This design comes from an exercise in tuning for small area, a short achievable clock period and few clock cycles on the open sky130 flow, not from production work.
At most, simulation tests tie the RTL to the original design; equivalence was not proved.
No functional check of the RTL was part of runs 2 and 3.
Power is estimated from default activity; no workload was simulated.

<file path="flow/design.v">
module scc (
    input  wire        clk,
    input  wire        rst,           
    input  wire        cmd_valid,
    input  wire [7:0]  cmd,
    output reg         ready,
    input  wire        ofs_we,
    input  wire [31:0] ofs_wdata,
    output reg  [31:0] ofs,
    output wire [31:0] msf,           
    output reg  [31:0] edc,
    output wire [31:0] status,
    output reg         mem_en,
    output reg         mem_we,
    output reg  [11:0] mem_addr,
    output reg  [7:0]  mem_wdata,
    input  wire [7:0]  mem_rdata
);
    localparam [7:0] C_MSFENC = 8'h01, C_EDCGEN = 8'h02, C_ECCP   = 8'h03,
                     C_ECCQ   = 8'h04, C_CHKSYNC= 8'h08, C_CHKF2  = 8'h09,
                     C_CHKBLANK=8'h0A, C_CHKADDR= 8'h0B, C_CLR    = 8'h10,
                     C_WRSYNC = 8'h11, C_WRADDR = 8'h12, C_SYNTH  = 8'h20,
                     C_RST    = 8'hFF;
    function [7:0] gf_mul2;             
        input [7:0] x;
        gf_mul2 = {x[6:0], 1'b0} ^ (x[7] ? 8'h1D : 8'h00);
    endfunction
    function [7:0] gf_mul;              
        input [7:0] a;
        input [7:0] b;
        integer i;
        reg [7:0] p, t;
        begin
            p = 8'h00;
            t = a;
            for (i = 0; i < 8; i = i + 1) begin
                if (b[i]) p = p ^ t;
                t = gf_mul2(t);
            end
            gf_mul = p;
        end
    endfunction
    function [31:0] edc_lut;            
        input [7:0] idx;
        integer i;
        reg [31:0] r;
        begin
            r = {24'd0, idx};
            for (i = 0; i < 8; i = i + 1)
                r = r[0] ? ((r >> 1) ^ 32'hD8018001) : (r >> 1);
            edc_lut = r;
        end
    endfunction
    function [7:0] bcd7;                
        input [6:0] n;
        begin
            case (n)
            7'd0: bcd7 = 8'h00;
            7'd1: bcd7 = 8'h01;
            7'd2: bcd7 = 8'h02;
            7'd3: bcd7 = 8'h03;
            7'd4: bcd7 = 8'h04;
            7'd5: bcd7 = 8'h05;
            7'd6: bcd7 = 8'h06;
            7'd7: bcd7 = 8'h07;
            7'd8: bcd7 = 8'h08;
            7'd9: bcd7 = 8'h09;
            7'd10: bcd7 = 8'h10;
            7'd11: bcd7 = 8'h11;
            7'd12: bcd7 = 8'h12;
            7'd13: bcd7 = 8'h13;
            7'd14: bcd7 = 8'h14;
            7'd15: bcd7 = 8'h15;
            7'd16: bcd7 = 8'h16;
            7'd17: bcd7 = 8'h17;
            7'd18: bcd7 = 8'h18;
            7'd19: bcd7 = 8'h19;
            7'd20: bcd7 = 8'h20;
            7'd21: bcd7 = 8'h21;
            7'd22: bcd7 = 8'h22;
            7'd23: bcd7 = 8'h23;
            7'd24: bcd7 = 8'h24;
            7'd25: bcd7 = 8'h25;
            7'd26: bcd7 = 8'h26;
            7'd27: bcd7 = 8'h27;
            7'd28: bcd7 = 8'h28;
            7'd29: bcd7 = 8'h29;
            7'd30: bcd7 = 8'h30;
            7'd31: bcd7 = 8'h31;
            7'd32: bcd7 = 8'h32;
            7'd33: bcd7 = 8'h33;
            7'd34: bcd7 = 8'h34;
            7'd35: bcd7 = 8'h35;
            7'd36: bcd7 = 8'h36;
            7'd37: bcd7 = 8'h37;
            7'd38: bcd7 = 8'h38;
            7'd39: bcd7 = 8'h39;
            7'd40: bcd7 = 8'h40;
            7'd41: bcd7 = 8'h41;
            7'd42: bcd7 = 8'h42;
            7'd43: bcd7 = 8'h43;
            7'd44: bcd7 = 8'h44;
            7'd45: bcd7 = 8'h45;
            7'd46: bcd7 = 8'h46;
            7'd47: bcd7 = 8'h47;
            7'd48: bcd7 = 8'h48;
            7'd49: bcd7 = 8'h49;
            7'd50: bcd7 = 8'h50;
            7'd51: bcd7 = 8'h51;
            7'd52: bcd7 = 8'h52;
            7'd53: bcd7 = 8'h53;
            7'd54: bcd7 = 8'h54;
            7'd55: bcd7 = 8'h55;
            7'd56: bcd7 = 8'h56;
            7'd57: bcd7 = 8'h57;
            7'd58: bcd7 = 8'h58;
            7'd59: bcd7 = 8'h59;
            7'd60: bcd7 = 8'h60;
            7'd61: bcd7 = 8'h61;
            7'd62: bcd7 = 8'h62;
            7'd63: bcd7 = 8'h63;
            7'd64: bcd7 = 8'h64;
            7'd65: bcd7 = 8'h65;
            7'd66: bcd7 = 8'h66;
            7'd67: bcd7 = 8'h67;
            7'd68: bcd7 = 8'h68;
            7'd69: bcd7 = 8'h69;
            7'd70: bcd7 = 8'h70;
            7'd71: bcd7 = 8'h71;
            7'd72: bcd7 = 8'h72;
            7'd73: bcd7 = 8'h73;
            7'd74: bcd7 = 8'h74;
            7'd75: bcd7 = 8'h75;
            7'd76: bcd7 = 8'h76;
            7'd77: bcd7 = 8'h77;
            7'd78: bcd7 = 8'h78;
            7'd79: bcd7 = 8'h79;
            7'd80: bcd7 = 8'h80;
            7'd81: bcd7 = 8'h81;
            7'd82: bcd7 = 8'h82;
            7'd83: bcd7 = 8'h83;
            7'd84: bcd7 = 8'h84;
            7'd85: bcd7 = 8'h85;
            7'd86: bcd7 = 8'h86;
            7'd87: bcd7 = 8'h87;
            7'd88: bcd7 = 8'h88;
            7'd89: bcd7 = 8'h89;
            7'd90: bcd7 = 8'h90;
            7'd91: bcd7 = 8'h91;
            7'd92: bcd7 = 8'h92;
            7'd93: bcd7 = 8'h93;
            7'd94: bcd7 = 8'h94;
            7'd95: bcd7 = 8'h95;
            7'd96: bcd7 = 8'h96;
            7'd97: bcd7 = 8'h97;
            7'd98: bcd7 = 8'h98;
            7'd99: bcd7 = 8'h99;
            default: bcd7 = 8'hxx;
            endcase
        end
    endfunction
    reg [23:0] msf_lo;
    reg        msf_hi;               
    reg        sync_ok, form2, blank, addr_ok;
    reg        err;
    reg [1:0]  cause;
    reg [7:0]  fcmd;                 
    assign msf    = {6'd0, msf_hi, 1'b0, msf_lo};
    assign status = {8'd0, fcmd, 5'd0, cause, err, 4'd0, addr_ok, blank, form2, sync_ok};
    reg [6:0]  mf;
    reg [5:0]  ms;
    reg [6:0]  mm;
    reg [4:0]  mc;
    reg        mdone;
    wire [19:0] a150 = {1'b0, ofs[18:0]} + 20'd150;
    wire        abit = a150[mc];
    wire [7:0]  f2   = {mf, abit};
    wire        fge  = (f2 >= 8'd75);
    wire [7:0]  f2s  = f2 - 8'd75;
    wire [6:0]  fn   = fge ? f2s[6:0] : f2[6:0];
    wire [6:0]  s2   = {ms, fge};
    wire        sge  = (s2 >= 7'd60);
    wire [6:0]  s2s  = s2 - 7'd60;
    wire [5:0]  sn   = sge ? s2s[5:0] : s2[5:0];
    wire [6:0]  mn   = {mm[5:0], sge};
    wire        mbad = (|ofs[31:19]) | a150[19] | (mm >= 7'd100);
    localparam [3:0] S_IDLE  = 4'd0,
                     S_DISP  = 4'd1,
                     S_WAITM = 4'd2,
                     S_MSFW  = 4'd3,
                     S_CHK   = 4'd4,
                     S_EDC   = 4'd5,
                     S_EDCB  = 4'd6,
                     S_EDCW  = 4'd7,
                     S_WR    = 4'd8,
                     S_ERD   = 4'd9,
                     S_EB1   = 4'd10,
                     S_EB2   = 4'd11,
                     S_EB3   = 4'd12,
                     S_EW0   = 4'd13,
                     S_EW1   = 4'd14;
    reg [3:0]  state;
    reg        back;         
    reg        rv1, rv2;     
    reg [7:0]  rd_q;         
    reg        layer_q;      
    reg [11:0] cw_start;     
    reg [7:0]  wp;           
    reg [5:0]  minor;
    reg [7:0]  acc_a, acc_b;
    wire op_synth = (fcmd == C_SYNTH);
    wire op_clr   = (fcmd == C_CLR);
    wire [5:0]  ecc_last  = layer_q ? 6'd42    : 6'd23;
    wire [11:0] ecc_step  = layer_q ? 12'd88   : 12'd86;
    wire [11:0] ecc_lim   = layer_q ? 12'd2248 : 12'd2076;
    wire [11:0] ecc_size  = layer_q ? 12'd2236 : 12'd2064;
    wire [11:0] ecc_cnt   = layer_q ? 12'd52   : 12'd86;
    wire [7:0]  wp_end    = layer_q ? 8'hFB    : (op_synth ? 8'h1F : 8'h71);
    reg  [11:0] k_add;
    always @(*) begin
        case (state)
            S_ERD:   k_add = ecc_step;
            S_EB1:   k_add = (layer_q & cw_start[0]) ? 12'd85 : 12'd1;
            S_EW0:   k_add = ecc_cnt;
            S_EW1:   k_add = 12'd1 - ecc_cnt;
            S_CHK:   k_add = back ? 12'hFFF : 12'd1;
            default: k_add = 12'd1;
        endcase
    end
    wire [11:0] a_sum  = mem_addr + k_add;
    wire [11:0] a_wrap = (a_sum >= ecc_lim) ? a_sum - ecc_size : a_sum;
    reg  [1:0] hidx;
    always @(*) begin
        case (state)
            S_WR:    hidx = a_sum[1:0];
            S_CHK:   hidx = {~mem_addr[1], mem_addr[0]};
            S_WAITM: hidx = 2'd0;
            default: hidx = mem_addr[1:0];
        endcase
    end
    wire [6:0] hval = (hidx == 2'd0) ? mm : (hidx == 2'd1) ? {1'b0, ms} : mf;
    wire [7:0] hdr  = (hidx == 2'd3) ? 8'h02 : bcd7(hval);
    wire [7:0] wr_data = (op_clr || a_sum >= 12'd16) ? 8'h00 :
                         (a_sum >= 12'd12) ? hdr :
                         (a_sum == 12'd0 || a_sum == 12'd11) ? 8'h00 : 8'hFF;
    reg [7:0] chk_exp;
    reg       chk_last;
    always @(*) begin
        case (fcmd[1:0])
            2'd0: begin      
                chk_exp  = (mem_addr == 12'd2 || mem_addr == 12'd13) ? 8'h00 : 8'hFF;
                chk_last = (mem_addr == 12'd13);
            end
            2'd1: begin      
                chk_exp  = (mem_addr == 12'd20 || mem_addr == 12'd24) ? 8'h20 : 8'h00;
                chk_last = (mem_addr == 12'd25);
            end
            2'd2: begin      
                chk_exp  = 8'h00;
                chk_last = back && (mem_addr == 12'd22);
            end
            default: begin   
                chk_exp  = hdr;
                chk_last = (mem_addr == 12'd17);
            end
        endcase
    end
    wire [31:0] crc_next = (edc >> 8) ^ edc_lut(edc[7:0] ^ rd_q);
    wire [7:0]  ecc_p0 = gf_mul(gf_mul2(acc_a) ^ acc_b, 8'hF4);
    task finish;
        begin
            state  <= S_IDLE;
            ready  <= 1'b1;
            fcmd   <= 8'h00;
            mem_en <= 1'b0;
            mem_we <= 1'b0;
        end
    endtask
    task fault;
        input [1:0] c;
        begin
            state  <= S_IDLE;
            ready  <= 1'b1;
            err    <= 1'b1;
            cause  <= c;
            mem_en <= 1'b0;
            mem_we <= 1'b0;
        end
    endtask
    task ecc_start;
        input q;
        begin
            state    <= S_ERD;
            layer_q  <= q;
            mem_addr <= 12'd12;
            cw_start <= 12'd12;
            wp       <= q ? 8'hC8 : 8'h1C;
            minor    <= 6'd0;
            acc_a    <= 8'd0;
            acc_b    <= 8'd0;
            mem_en   <= 1'b1;
            mem_we   <= 1'b0;
        end
    endtask
    task conv_start;
        begin
            mc    <= 5'd18;
            mdone <= 1'b0;
            mf    <= 7'd0;
            ms    <= 6'd0;
            mm    <= 7'd0;
        end
    endtask
    always @(posedge clk) begin
        rd_q <= mem_rdata;
        rv1  <= mem_en & ~mem_we;
        rv2  <= rv1 & ~ready;
        if (!mdone) begin
            mf <= fn;
            ms <= sn;
            mm <= mn;
            mc <= mc - 5'd1;
            if (mc == 5'd0)
                mdone <= 1'b1;
        end
        if (rv2) begin
            acc_a <= gf_mul2(acc_a ^ rd_q);
            acc_b <= acc_b ^ rd_q;
        end
        if (rst) begin
            state   <= S_IDLE;
            ready   <= 1'b1;
            fcmd    <= 8'h00;
            ofs     <= 32'd0;
            msf_lo  <= 24'd0;
            msf_hi  <= 1'b0;
            edc     <= 32'd0;
            sync_ok <= 1'b0;
            form2   <= 1'b0;
            blank   <= 1'b0;
            addr_ok <= 1'b0;
            err     <= 1'b0;
            cause   <= 2'd0;
            mem_en  <= 1'b0;
            mem_we  <= 1'b0;
            rv1     <= 1'b0;
            rv2     <= 1'b0;
            conv_start;
        end else begin
            case (state)
            S_IDLE: begin
                if (ofs_we) begin
                    ofs <= ofs_wdata;
                    conv_start;
                end
                if (cmd_valid && (!err || cmd == C_RST)) begin
                    fcmd  <= cmd;
                    ready <= 1'b0;
                    state <= S_DISP;
                end
            end
            S_DISP: begin
                case (fcmd)
                    C_RST: begin
                        ofs     <= 32'd0;
                        msf_lo  <= 24'd0;
                        msf_hi  <= 1'b0;
                        edc     <= 32'd0;
                        sync_ok <= 1'b0;
                        form2   <= 1'b0;
                        blank   <= 1'b0;
                        addr_ok <= 1'b0;
                        err     <= 1'b0;
                        cause   <= 2'd0;
                        conv_start;
                        finish;
                    end
                    C_MSFENC, C_CHKADDR, C_WRADDR, C_SYNTH:
                        state <= S_WAITM;
                    C_EDCGEN: begin
                        state    <= S_EDC;
                        edc      <= 32'd0;
                        mem_addr <= 12'd16;
                        mem_en   <= 1'b1;
                    end
                    C_ECCP, C_ECCQ:
                        ecc_start(fcmd[2]);
                    C_CHKSYNC, C_CHKF2, C_CHKBLANK: begin
                        state    <= S_CHK;
                        back     <= 1'b0;
                        mem_addr <= (fcmd[1:0] == 2'd0) ? 12'd0 : 12'd16;
                        mem_en   <= 1'b1;
                    end
                    C_CLR, C_WRSYNC: begin
                        state     <= S_WR;
                        mem_addr  <= 12'd0;
                        mem_wdata <= 8'h00;
                        mem_en    <= 1'b1;
                        mem_we    <= 1'b1;
                    end
                    default:
                        fault(2'd2);
                endcase
            end
            S_WAITM: begin
                if (mdone) begin
                    if (mbad)
                        fault(2'd1);
                    else begin
                        case (fcmd[5:0])
                            6'h01: begin             
                                state    <= S_MSFW;
                                mem_addr <= 12'd12;
                            end
                            6'h0B: begin             
                                state    <= S_CHK;
                                back     <= 1'b0;
                                mem_addr <= 12'd12;
                                mem_en   <= 1'b1;
                            end
                            6'h12: begin             
                                state     <= S_WR;
                                mem_addr  <= 12'd12;
                                mem_wdata <= hdr;
                                mem_en    <= 1'b1;
                                mem_we    <= 1'b1;
                            end
                            default: begin           
                                state     <= S_WR;
                                mem_addr  <= 12'd0;
                                mem_wdata <= 8'h00;
                                mem_en    <= 1'b1;
                                mem_we    <= 1'b1;
                            end
                        endcase
                    end
                end
            end
            S_MSFW: begin
                msf_lo   <= {hdr, msf_lo[23:8]};
                mem_addr <= a_sum;
                if (mem_addr[1:0] == 2'd2) begin
                    msf_hi <= 1'b1;
                    finish;
                end
            end
            S_WR: begin
                mem_addr  <= a_sum;
                mem_wdata <= wr_data;
                if (mem_addr == (fcmd == C_WRSYNC ? 12'd11 : fcmd == C_WRADDR ? 12'd15 : 12'd2351)) begin
                    if (op_synth) begin
                        edc <= 32'd0;
                        ecc_start(1'b0);
                    end else
                        finish;
                end
            end
            S_CHK: begin
                mem_addr <= a_sum;
                if (!back && fcmd[1:0] == 2'd2 && mem_addr == 12'd23) begin
                    back     <= 1'b1;
                    mem_addr <= 12'd2351;
                end
                if (rv2) begin
                    if (rd_q != chk_exp || chk_last) begin
                        case (fcmd[1:0])
                            2'd0: sync_ok <= (rd_q == chk_exp);
                            2'd1: form2   <= (rd_q == chk_exp);
                            2'd2: blank   <= (rd_q == chk_exp);
                            default: addr_ok <= (rd_q == chk_exp);
                        endcase
                        finish;
                    end
                end
            end
            S_EDC: begin
                mem_addr <= a_sum;
                if (rv2)
                    edc <= crc_next;
                if (mem_addr == 12'd2073) begin
                    state  <= S_EDCB;
                    mem_en <= 1'b0;
                end
            end
            S_EDCB: begin
                state     <= S_EDCW;
                mem_addr  <= 12'd2072;
                mem_wdata <= edc[7:0];
                mem_en    <= 1'b1;
                mem_we    <= 1'b1;
            end
            S_EDCW: begin
                mem_addr  <= a_sum;
                mem_wdata <= edc[a_sum[1:0]*8 +: 8];
                if (mem_addr[1:0] == 2'd3)
                    finish;
            end
            S_ERD: begin
                if (minor == ecc_last) begin
                    state    <= S_EB1;
                    mem_en   <= 1'b0;
                    mem_addr <= cw_start;
                end else begin
                    minor    <= minor + 6'd1;
                    mem_addr <= a_wrap;
                end
            end
            S_EB1: begin
                state    <= S_EB2;
                cw_start <= (op_synth && layer_q && cw_start == 12'd13) ? 12'd1990 : a_sum;
                mem_addr <= {4'h8, wp};
            end
            S_EB2: state <= S_EB3;
            S_EB3: begin
                state     <= S_EW0;
                mem_wdata <= ecc_p0;
                mem_en    <= 1'b1;
                mem_we    <= 1'b1;
            end
            S_EW0: begin
                state     <= S_EW1;
                mem_wdata <= ecc_p0 ^ acc_b;
                mem_addr  <= a_sum;
                acc_a     <= 8'd0;
                acc_b     <= 8'd0;
            end
            S_EW1: begin
                wp <= (op_synth && layer_q && wp == 8'hC9) ? 8'hF6 : a_sum[7:0];
                if (wp == wp_end) begin
                    if (op_synth && !layer_q)
                        ecc_start(1'b1);
                    else
                        finish;
                end else begin
                    state    <= S_ERD;
                    minor    <= 6'd0;
                    mem_addr <= cw_start;
                    mem_we   <= 1'b0;
                end
            end
            default: state <= S_IDLE;
            endcase
        end
    end
endmodule
</file>
<file path="flow/run.sh">
#!/bin/bash
# synth_recipe.tcl (not shown) runs the flow's synth.tcl, then flattens the netlist and writes it again
# the make line also repeats each setting of config.mk as NAME=value (left out here)
make -C /OpenROAD-flow-scripts/flow DESIGN_CONFIG=/design/flow/config.mk WORK_HOME=/design/flow/orfs CLKGATE_MAP_FILE= SYNTH_SCRIPT=/design/flow/synth_recipe.tcl finish
</file>
<file path="flow/config.mk">
export PLATFORM = sky130hd
export DESIGN_NAME = scc
export DESIGN_NICKNAME = scc
export VERILOG_FILES = /design/flow/design.v
export SDC_FILE = /design/flow/constraint.sdc
export NUM_CORES = 4
export LEC_CHECK = 0
export CAP_MARGIN = 20
export CORE_MARGIN = 2
export CORE_UTILIZATION = 40
export PLACE_DENSITY = 0.6
export SLEW_MARGIN = 20
</file>
<file path="flow/constraint.sdc">
create_clock -name core_clock -period 27.0 [get_ports {clk}]
set_input_delay 5.4000 -clock core_clock [delete_from_list [all_inputs] [get_ports {clk}]]
set_output_delay 5.4000 -clock core_clock [all_outputs]
set_load 0.01 [all_outputs]
</file>
==> results of run 1 <==
## routing by layer
layer	vias to the layer above	part of all wire (%)
met3	108	6.2
met1	6688	43
met2	587	47
li1	6604	-
met4	0	3.6
met5	-	0
## synth_stat cells, types with 25 or more instances
master and number:
xnor2_1 68, o21ai_0 96, nand3_1 68, xor2_1 42, clkbuf_1 91, a31oi_1 25, buf_4 30, a211oi_1 32
a21oi_1 157, edfxtp_1 48, mux2i_1 36, ha_1 26, inv_1 36, nor2_1 196, a22o_1 26, nand2_1 185
dfxtp_1 163, nor3_1 49
## final cells by class
class | instances | area (um^2)
Clock inverter | 8 | 65.06
Multi-Input combinational cell | 1387 | 8572
Clock buffer | 36 | 708.2
Fill cell | 3344 | 17750
Timing Repair Buffer | 199 | 1932
Sequential cell | 211 | 4705
Inverter | 42 | 157.7
Tap cell | 455 | 569.3
## registers in the layout (all words and copies together) (netlist names), 12 cells and up
register	cells
cw_start	12
edc	32
mem_addr	12
msf_lo	24
ofs	32
## placed cells by master, fill, tap and decap left out, drive strengths merged, types with 16 or more instances in the layout
master,count
xnor2,68
inv,41
nor2b,23
o21ai,98
a211oi,32
o211ai,16
dfxtp,163
a21oi,158
buf,22
ha,26
nand2,185
nand2b,23
nand3,68
conb,24
xor2,42
clkdlybuf4s50,177
edfxtp,48
clkbuf,36
and3,17
nor4,19
a22o,26
nand4,17
nor3,49
nor2,196
a31oi,25
mux2i,36
## path summary, 6_finish.rpt
check / endpoint / cells past startpoint / from
worst max-delay path: state[3]$_SDFFE_PP0P_ / 22 / state[1]$_SDFFE_PP0P_
worst max register to register: state[3]$_SDFFE_PP0P_ / 22 / state[1]$_SDFFE_PP0P_
worst min register to register: rv2$_SDFF_PP0_ / 1 / rv1$_SDFF_PP0_
worst min-delay path: rv2$_SDFF_PP0_ / 1 / rv1$_SDFF_PP0_
## power breakdown
part / internal [mW] / switching (mW)
logic: 0.269 / 0.445
registers: 0.374 / 0.0694
clock network: 0.183 / 0.139
total: 0.826 / 0.653
## metrics by stage
step                cell area (um^2)  hold slack (ns)  worst slack, ns  instances  total power [mW]
floorplan                      14040           0.4057            19.70       1781            0.9198
global placement               15900           0.4321            19.44       2293             1.140
detailed placement             15910           0.4274            19.31       2294             1.145
CTS                            16680           0.4398            19.30       2338             1.469
global route                   16710           0.4578            18.68       2338             1.568
finish                         16710           0.4342            19.13       2338             1.479
## logic make-up (layout without fill, tap and decap cells)
| group | Yosys count | count (layout) | synth area share (%) |
|---|---|---|---|
| and+or+nand+nor | 668 | 668 | 22.89 |
| xor gates and xnor gates | 110 | 110 | 6.905 |
| adders and majority gates | 28 | 28 | 2.619 |
| DFF | 211 | 211 | 33.72 |
| other | 1 | 24 | 0.02688 |
| buffers and inverters | 183 | 285 | 5.784 |
| muxes | 55 | 55 | 4.439 |
| AOI/OAI and AO/OA | 502 | 502 | 23.61 |
## worst max-delay path, stage by stage, from the launching register on
cell and delay, ns:
dfxtp_1 0.82, buf_4 0.43, nand2_1 0.20, nor2_1 0.13, a31oi_1 0.05, nor2_1 0.14
nand2_1 0.06, o21ai_0 0.15, fa_1 0.83, nor3b_1 0.36, o21ai_0 0.16, nand3_1 0.54
mux2i_1 0.94, ha_1 0.42, inv_1 0.06, o311ai_0 0.19, a221oi_1 0.34, nor3_1 0.08
o21ai_0 0.34, nor2_1 0.15, nor4_2 0.70, a21bo_2 0.30, mux2_1 0.33
==> qor.csv, run 1 <==
metric;value;unit
Initial Util;40.49;%
post-synthesis cell area;13950;um^2
Pleak;5.956;nW
Post-DP HPWL;36.39;mm
register area share after synthesis;33.72;%
ANT nets after route;0;
GR Util met3;2.760;%
number of flops mapped to enable cells by yosys;48;
actual slew at the worst max-slew pin;1.128;ns
Starting DRT DRC Count;1493;
Clock Path Buffers;3;
DRC viols;0;
VDD IR-drop max;82.87;uV
Antenna Cells;0;
ys async rst share;0;%
cts repair resizes;0;
final setup vio count;0;
met2 usage;43.13;%
IO Pins;203;
status;timing/DRC/antenna clean;
WL per Instance;20.82;um
Mapped Avg Cell Area;7.936;um^2
hold buffer count at cts;0;
drt total wl;48.67;mm
count of input and output buffers;178;
#FFs+latches synth;211;
final setup TNS;0;ns
H-Tree Depth;1;
relative slew slack;24.83;%
post-CTS setup buffers;0;
RSZ-0062 raised after global routing;no;
via/cell ratio;5.982;
Syn-to-layout area delta;19.76;%
crit path time final;7.872;ns
crit path kind;register to register;
drt first pass iters;6;
most area-hungry cell type in the Yosys netlist;dfxtp_1;
layout cells sized above 1;5.470;%
GR Overflow Total;0;
post-synth top area share;23.39;%
Clock Tree Root;clkbuf_16;
max cap viols;0;
Mapped Cells;1758;
first-pass GRT wire length;75.84;mm
Die Span Y;190.8;um
Clock Skew;0.02377;ns
synth unique cells;88;
TritonCTS clock tree;done;
Final Hold Vio Count;0;
Post-synth top flop;dfxtp_1;
crit end category;register;
Worst-Skew Late Latency;0.54;ns
synth top area cells;dfxtp_1 23%, edfxtp_1 10%, a21oi_1 5.6%;
largest net degree at the start of global routing;90;
Worst Path Required;27.41;ns
Max Freq;127.0;MHz
Overall Global Routing Usage;26.17;%
final layout net count;1945;
critical path arrival;8.28;ns
Most Used Layer, Global Route;met2;
post-layout util;48.49;%
num rows;68;
routability congestion estimate;1.014;
Clock transition at path regs;0.06;ns
CORE AREA;34460;um^2
worst min path class;register to register;
Die X;190.8;um
DIE AREA;36390;um^2
Startpoint Class;register;
Clock Sinks;211;
met1 usage;35.28;%
Ys Warns;1;
via count;13990;
initial antenna violation count;0;
power density cells;88.54;nW/um^2
Final Cycle Share;29.15;%
R2R Setup Slk;19.13;ns
worst-path maximum fanout;29;
CTS Buf Count;24;
Slew Viols, Final;0;
number of global-route vias before repair;13220;
Testbench counts, summed over its fixed seeds: cycles 423,249.
==> run 2, diff against run 1 <==
--- a/flow/design.v
+++ b/flow/design.v
@@ -191,11 +191,8 @@
                      S_CHK   = 4'd4,
                      S_EDC   = 4'd5,
-                     S_EDCB  = 4'd6,
-                     S_EDCW  = 4'd7,
                      S_WR    = 4'd8,
                      S_ERD   = 4'd9,
                      S_EB1   = 4'd10,
                      S_EB2   = 4'd11,
-                     S_EB3   = 4'd12,
                      S_EW0   = 4'd13,
                      S_EW1   = 4'd14;
@@ -241,7 +238,10 @@
     wire [6:0] hval = (hidx == 2'd0) ? mm : (hidx == 2'd1) ? {1'b0, ms} : mf;
     wire [7:0] hdr  = (hidx == 2'd3) ? 8'h02 : bcd7(hval);
-    wire [7:0] wr_data = (op_clr || a_sum >= 12'd16) ? 8'h00 :
-                         (a_sum >= 12'd12) ? hdr :
-                         (a_sum == 12'd0 || a_sum == 12'd11) ? 8'h00 : 8'hFF;
+    wire [7:0] wr_data = op_clr ? 8'h00 :
+                         (a_sum < 12'd12) ? ((a_sum == 12'd0 || a_sum == 12'd11) ? 8'h00 : 8'hFF) :
+                         (a_sum < 12'd16) ? hdr :
+                         (a_sum[11:2] == 10'd518) ? edc[a_sum[1:0]*8 +: 8] : 8'h00;
+    wire [11:0] wr_hi  = (fcmd == C_WRSYNC) ? 12'd11 : (fcmd == C_WRADDR) ? 12'd15 :
+                         (fcmd == C_EDCGEN) ? 12'd2075 : 12'd2351;
     reg [7:0] chk_exp;
     reg       chk_last;
@@ -267,5 +267,7 @@
     end
     wire [31:0] crc_next = (edc >> 8) ^ edc_lut(edc[7:0] ^ rd_q);
-    wire [7:0]  ecc_p0 = gf_mul(gf_mul2(acc_a) ^ acc_b, 8'hF4);
+    wire [7:0]  acc_a_n = gf_mul2(acc_a ^ rd_q);
+    wire [7:0]  acc_b_n = acc_b ^ rd_q;
+    wire [7:0]  ecc_p0  = gf_mul(gf_mul2(acc_a_n) ^ acc_b_n, 8'hF4);
     task finish;
         begin
@@ -325,6 +327,6 @@
         end
         if (rv2) begin
-            acc_a <= gf_mul2(acc_a ^ rd_q);
-            acc_b <= acc_b ^ rd_q;
+            acc_a <= acc_a_n;
+            acc_b <= acc_b_n;
         end
         if (rst) begin
@@ -393,9 +395,6 @@
                     end
                     C_CLR, C_WRSYNC: begin
-                        state     <= S_WR;
-                        mem_addr  <= 12'd0;
-                        mem_wdata <= 8'h00;
-                        mem_en    <= 1'b1;
-                        mem_we    <= 1'b1;
+                        state    <= S_WR;
+                        mem_addr <= 12'hFFF;
                     end
                     default:
@@ -420,16 +419,11 @@
                             end
                             6'h12: begin             
-                                state     <= S_WR;
-                                mem_addr  <= 12'd12;
-                                mem_wdata <= hdr;
-                                mem_en    <= 1'b1;
-                                mem_we    <= 1'b1;
+                                state    <= S_WR;
+                                mem_addr <= 12'd11;
                             end
                             default: begin           
-                                state     <= S_WR;
-                                mem_addr  <= 12'd0;
-                                mem_wdata <= 8'h00;
-                                mem_en    <= 1'b1;
-                                mem_we    <= 1'b1;
+                                state    <= S_WR;
+                                mem_addr <= 12'hFFF;
+                                edc      <= 32'd0;
                             end
                         endcase
@@ -446,12 +440,14 @@
             end
             S_WR: begin
-                mem_addr  <= a_sum;
-                mem_wdata <= wr_data;
-                if (mem_addr == (fcmd == C_WRSYNC ? 12'd11 : fcmd == C_WRADDR ? 12'd15 : 12'd2351)) begin
-                    if (op_synth) begin
-                        edc <= 32'd0;
+                if (mem_en && mem_addr == wr_hi) begin
+                    if (op_synth)
                         ecc_start(1'b0);
-                    end else
+                    else
                         finish;
+                end else begin
+                    mem_addr  <= a_sum;
+                    mem_wdata <= wr_data;
+                    mem_en    <= 1'b1;
+                    mem_we    <= 1'b1;
                 end
             end
@@ -479,21 +475,9 @@
                     edc <= crc_next;
                 if (mem_addr == 12'd2073) begin
-                    state  <= S_EDCB;
-                    mem_en <= 1'b0;
+                    state    <= S_WR;
+                    mem_addr <= 12'd2071;
+                    mem_en   <= 1'b0;
                 end
             end
-            S_EDCB: begin
-                state     <= S_EDCW;
-                mem_addr  <= 12'd2072;
-                mem_wdata <= edc[7:0];
-                mem_en    <= 1'b1;
-                mem_we    <= 1'b1;
-            end
-            S_EDCW: begin
-                mem_addr  <= a_sum;
-                mem_wdata <= edc[a_sum[1:0]*8 +: 8];
-                if (mem_addr[1:0] == 2'd3)
-                    finish;
-            end
             S_ERD: begin
                 if (minor == ecc_last) begin
@@ -511,6 +495,5 @@
                 mem_addr <= {4'h8, wp};
             end
-            S_EB2: state <= S_EB3;
-            S_EB3: begin
+            S_EB2: begin
                 state     <= S_EW0;
                 mem_wdata <= ecc_p0;
@@ -520,5 +503,5 @@
             S_EW0: begin
                 state     <= S_EW1;
-                mem_wdata <= ecc_p0 ^ acc_b;
+                mem_wdata <= mem_wdata ^ acc_b;
                 mem_addr  <= a_sum;
                 acc_a     <= 8'd0;
--- a/flow/config.mk
+++ b/flow/config.mk
@@ -6,4 +6,5 @@
 export NUM_CORES = 4
 export LEC_CHECK = 0
+export ABC_AREA = 1
 export CAP_MARGIN = 20
 export CORE_MARGIN = 2
==> qor.csv, run 2 <==
metric;value;unit
status;timing/DRC/antenna clean;
Critical Path Stages;1;
actual slew at the worst max-slew pin;1.073;ns
Clock Skew;0.01641;ns
DRC viols;0;
met2 usage;40.92;%
CP cell instances;clkdlybuf4s50_1;
TritonCTS clock tree;done;
crit path time final;7.249;ns
DIE AREA;36710;um^2
IO Pins;203;
Placed Area;16190;um^2
final setup vio count;0;
register area share after synthesis;33.42;%
RSZ-0062 raised after global routing;no;
most frequent cells in the layout;462 x nand2_1, 270 x inv_1, 190 x nor2_1;
met1 usage;35.27;%
CTS Buf Count;26;
Pwr Total;2.210;mW
ys async rst share;0;%
drt total wl;47.42;mm
number of flops mapped to enable cells by yosys;48;
WL per Instance;17.71;um
first-pass GRT wire length;73.63;mm
num rows;68;
Worst Path Required;21.60;ns
H-Tree Depth;1;
Max stage delay on crit path;0.68;ns
cts repair resizes;0;
VDD IR-drop max;152.9;uV
Die X;191.6;um
filler cell count;3546;
synth unique cells;66;
post-CTS setup buffers;0;
#FFs+latches synth;211;
relative slew slack;28.21;%
final setup TNS;0;ns
Mapped Avg Cell Area;6.871;um^2
post-synth top area share;23.18;%
reg2reg path depth;35;
cell family with most CP delay;buffers and inverters;
Worst path slowest cell;clkdlybuf4s50_1;
worst min path class;register to register;
routability congestion estimate;0.9295;
critical path arrival;1.85;ns
Post-Place Worst Slack;19.05;ns
final layout net count;2288;
Clock Sinks;211;
Final Hold Vio Count;0;
Pleak;7.247;nW
GR Overflow Total;0;
Clock Path Buffers;3;
CORE AREA;34630;um^2
most area-hungry cell type in the Yosys netlist;dfxtp_1;
Max Freq;138.0;MHz
via/cell ratio;5.307;
via count;14210;
layout cells sized above 1;6.253;%
hold depth;2;
drt first pass iters;5;
ANT nets after route;0;
Mapped Cells;2049;
Most Used Layer, Global Route;met2;
CP bufs+invs;1;
most frequent cell after synthesis;nand2_1;
Post-synth top flop;dfxtp_1;
Syn-to-layout area delta;21.22;%
post-synthesis cell area;14080;um^2
crit path kind;register to output pin;
count of input and output buffers;178;
Clock Tree Root;clkbuf_16;
Starting DRT DRC Count;1266;
Startpoint Class;register;
synth cell count leaders;462 x nand2_1, 271 x inv_1, 192 x nor2_1;
Slew Viols, Final;0;
largest net degree at the start of global routing;64;
final setup margin;19.75;ns
crit end category;output pin;
most common cell after layout, fill and taps aside;nand2_1;
Die Span Y;191.6;um
Initial Util;40.66;%
synth top area cells;dfxtp_1 23%, nand2_1 12%, edfxtp_1 10%;
hold buffer count at cts;0;
Antenna Cells;0;
Final Cycle Share;26.85;%
GR Util met3;4.422;%
initial antenna violation count;0;
Overall Global Routing Usage;25.38;%
Post-DP HPWL;36.27;mm
biggest regs;edc (32), ofs (32), msf_lo (24);
Clock transition at path regs;0.06;ns
worst-path maximum fanout;9;
number of global-route vias before repair;13360;
Ys Warns;1;
power density cells;129.5;nW/um^2
max cap viols;0;
Finished Cell Area;17070;um^2
Worst-Skew Late Latency;0.55;ns
-- run 2: path summary, 6_finish.rpt --
| path | from | end | slack (ns) |
|---|---|---|---|
| worst max register to register | state[0]$_SDFFE_PP0P_ | fcmd[0]$_SDFFE_PP0P_ | 19.84 |
| worst min register to register | rv1$_SDFF_PP0_ | rv2$_SDFF_PP0_ | 0.41 |
| worst max-delay path | fcmd[1]$_SDFFE_PP0P_ | status[17] | 19.75 |
| worst min-delay path | rv1$_SDFF_PP0_ | rv2$_SDFF_PP0_ | 0.41 |
-- run 2: per-stage QoR --
stage	hold WS (ns)	instances	util [%]
global placement	0.4092	2630	46.75
detailed placement	0.4111	2630	46.75
CTS	0.4212	2677	49.19
finish	0.4142	2678	49.28
global route	0.4403	2678	49.28
floorplan	0.4045	2072	-
-- run 2: routing by layer --
| layer | routed length [um] | vias up |
|---|---|---|
| met5 | 0 | - |
| met4 | 1098 | 0 |
| met3 | 3366 | 71 |
| met2 | 21300 | 520 |
| met1 | 21660 | 6596 |
| li1 | - | 7025 |
-- run 2: kinds of logic (layout without fill, tap and decap cells) --
logic type / count (synthesis) / in the layout / share of synthesized area, %
and+or+nand+nor: 913 / 913 / 28.75
xor gates and xnor gates: 117 / 117 / 7.332
adders and majority gates: 32 / 32 / 2.951
buffers and inverters: 387 / 538 / 11.33
other: 1 / 24 / 0.02664
muxes: 1 / 1 / 0.07110
DFF: 211 / 211 / 33.42
AOI/OAI and AO/OA: 387 / 387 / 16.12
-- run 2: final cells by class --
cell class	instances	area [um^2]	share of cell area (%)
flip-flops and latches	211	4706	27.57
well taps	455	569.3	3.336
repair buffers	193	1897	11.11
inverters	298	1122	6.576
clock inverters	6	43.79	0.2566
clock buffers	41	802.0	4.699
multi-input cells	1474	7926	46.44
-- run 2: power breakdown --
| group | total, mW | switching, mW | internal, mW |
|---|---|---|---|
| clock network | 0.345 | 0.141 | 0.203 |
| logic | 1.40 | 0.914 | 0.489 |
| registers | 0.463 | 0.0724 | 0.390 |
| total | 2.21 | 1.13 | 1.08 |
==> run 3, diff against run 2 <==
--- a/flow/config.mk
+++ b/flow/config.mk
@@ -6,5 +6,5 @@
 export NUM_CORES = 4
 export LEC_CHECK = 0
-export ABC_AREA = 1
+export ABC_CLOCK_PERIOD_IN_PS = 6000
 export CAP_MARGIN = 20
 export CORE_MARGIN = 2
==> qor.csv, run 3 <==
metric;value;unit
Synth Area in Compound Gates;23.93;%
hold buffer count at cts;0;
most area-hungry cell type in the Yosys netlist;dfxtp_1;
Pwr Total;1.939;mW
synth cell count leaders;190 x nor2_1, 171 x nand2_1, 163 x dfxtp_1;
Clock Sinks;211;
status;timing/DRC/antenna clean;
Slew Viols, Final;0;
Mapped Cells;1717;
num rows;68;
Clock transition at path regs;0.06;ns
routability congestion estimate;1.004;
DIE AREA;36380;um^2
actual slew at the worst max-slew pin;1.081;ns
RSZ-0062 raised after global routing;no;
Clock Tree Root;clkbuf_16;
hold depth;1;
relative slew slack;27.69;%
CORE AREA;34460;um^2
TritonCTS clock tree;done;
H-Tree Depth;1;
register area share after synthesis;33.73;%
#FFs+latches synth;211;
adder-cell share of the synthesized area;2.978;%
fin cells;2304;
DRC viols;0;
FF-to-FF Start;state[2]$_SDFFE_PP0P_;
Post-synth top flop;dfxtp_1;
Clock Path Buffers;3;
crit path time final;7.404;ns
reg2reg path depth;23;
final setup TNS;0;ns
Placed Area;15910;um^2
Placed Cells;2259;
count of input and output buffers;178;
ys async rst share;0;%
Final Cycle Share;27.42;%
filler cell count;3372;
via/cell ratio;5.889;
Worst Setup SP;state[2]$_SDFFE_PP0P_;
most common cell after layout, fill and taps aside;nor2_1;
drt first pass iters;6;
min-delay src;mem_we$_SDFFE_PP0P_;
post-synthesis mux area share;3.840;%
synth unique cells;92;
initial antenna violation count;0;
Die Span Y;190.7;um
worst-path maximum fanout;22;
GR Overflow Total;0;
worst min path class;register to register;
max cap viols;0;
Worst Path Required;27.44;ns
final setup vio count;0;
Final Hold Vio Count;0;
post-synth top area share;23.40;%
Clock Skew;0.01248;ns
ANT nets after route;0;
biggest regs;edc (32), ofs (32), msf_lo (24);
Starting DRT DRC Count;1313;
largest net degree at the start of global routing;86;
Die X;190.7;um
critical path arrival;7.85;ns
Startpoint Class;register;
post-synthesis cell area;13950;um^2
Overall Global Routing Usage;24.83;%
crit path kind;register to register;
final layout net count;1917;
Antenna Cells;0;
Mapped Avg Cell Area;8.123;um^2
WL per Instance;20.06;um
simple-gate share of the synthesized area;21.70;%
cts repair resizes;0;
number of flops mapped to enable cells by yosys;48;
layout cells sized above 1;6.652;%
most frequent cells in the layout;190 x nor2_1, 177 x clkdlybuf4s50_1, 170 x nand2_1;
Finished Cell Area;16810;um^2
post-CTS setup buffers;0;
CTS Buf Count;25;
Post-DP HPWL;34.28;mm
Pleak;6.136;nW
via count;13570;
largest family of logic cells by synthesized area;compound AO/OA/AOI/OAI gates;
synth top area cells;dfxtp_1 23%, edfxtp_1 10%, nor2_1 5.1%;
XOR/XNOR Fraction of Synth Area;7.536;%
Ys Warns;1;
Syn-to-layout area delta;20.52;%
number of global-route vias before repair;12910;
IO Pins;203;
most frequent cell after synthesis;nor2_1;
first-pass GRT wire length;72.42;mm
power density cells;115.3;nW/um^2
Initial Util;40.48;%
crit end category;register;
drt total wl;46.21;mm
VDD IR-drop max;78.47;uV
WHS;0.4428;ns
Worst-Skew Late Latency;0.53;ns
Max Freq;135.1;MHz
## run 3: power breakdown
group / total, mW / internal, mW / switching, mW / leakage, nW
combinational: 1.12 / 0.424 / 0.696 / 3.94
clock: 0.351 / 0.212 / 0.139 / 0.428
sequential: 0.467 / 0.387 / 0.0801 / 1.77
## run 3: cell type report
| type | instances | area [um^2] | share of cell area [%] |
|---|---|---|---|
| Tap cell | 455 | 569.3 | 3.387 |
| Multi-Input combinational cell | 1337 | 8491 | 50.51 |
| Timing Repair Buffer | 204 | 1977 | 11.76 |
| Inverter | 54 | 202.7 | 1.206 |
| Clock inverter | 10 | 126.4 | 0.7518 |
| Sequential cell | 211 | 4705 | 27.99 |
| Clock buffer | 33 | 738.2 | 4.392 |
## run 3: worst paths after layout
check        slack, ns                    to
max              19.60  fcmd[4]$_SDFFE_PP0P_
min               0.44        rv1$_SDFF_PP0_
max reg2reg      19.60  fcmd[4]$_SDFFE_PP0P_
min reg2reg       0.44        rv1$_SDFF_PP0_
## run 3: cells by family (layout without fill, tap and decap cells)
logic type	after synthesis	after routing
simple gates	627	627
other cells	1	24
fa+ha+maj	32	32
buf+inv	192	301
compound gates	491	491
flops	211	211
xor+xnor	120	120
mux	43	43
## run 3: metal layers
layer	share of wire, %	track usage [%]	up-vias
met5	0	0	-
met4	3.3	8.557	0
met3	6.2	2.852	89
met2	47	41.55	516
met1	43	33.12	6522
li1	-	-	6441
## run 3: worst max-delay path, stage by stage (launching register included)
cell and delay [ns]:
dfxtp_1 0.50, buf_4 0.29, nand2b_1 0.23, nor3_1 0.32
nand2_1 0.22, o21a_1 0.19, fa_1 0.47, buf_4 0.23
inv_1 0.17, o221a_2 0.27, nand2_2 0.30, a31oi_1 0.68
inv_1 0.35, ha_1 0.31, o21ai_0 0.08, a21oi_1 0.06
o31ai_1 0.32, a221oi_1 0.13, o21ai_0 0.57, mux2i_1 0.18
nor2b_1 0.17, nand4_2 0.30, nor3b_2 0.71, mux2i_1 0.26
## run 3: stage by stage
stage	utilization, %	setup slack [ns]
finish	48.78	19.60
global route	48.78	18.96
CTS	48.68	19.59
detailed placement	46.17	19.44
global placement	46.11	19.50
floorplan	-	18.79

-- static timing again, ports no longer ideal --
The flow's constraints put no driver on any port. The routed layouts listed below were extracted and timed again, unchanged, in two steps. Step 1, drivers: a clkbuf_16 drives clk and a buf_2 each remaining input, both assumed. Step 2 moves the port delays by t, midway between the first and last clock arrival at a register: inputs arrive t later, outputs are due t later. That takes back most of the time a late clock gives input paths. Three values: no drivers, after step 1, after step 2; two values: the first two.
run | shift t [ns] | setup slack, ns | worst slew at a driven data input, ns
run 1 | 0.585 | 19.128 / 19.128 / 19.128 | 0.06
run 2 | 0.597 | 19.751 / 19.699 / 19.204 | 0.05
run 3 | 0.573 | 19.596 / 19.549 / 19.445 | 0.05
After both steps every run listed still meets setup and hold. The setup slack of run 2, which loses most, moves by -0.052 ns with the drivers and by -0.547 ns with both steps.
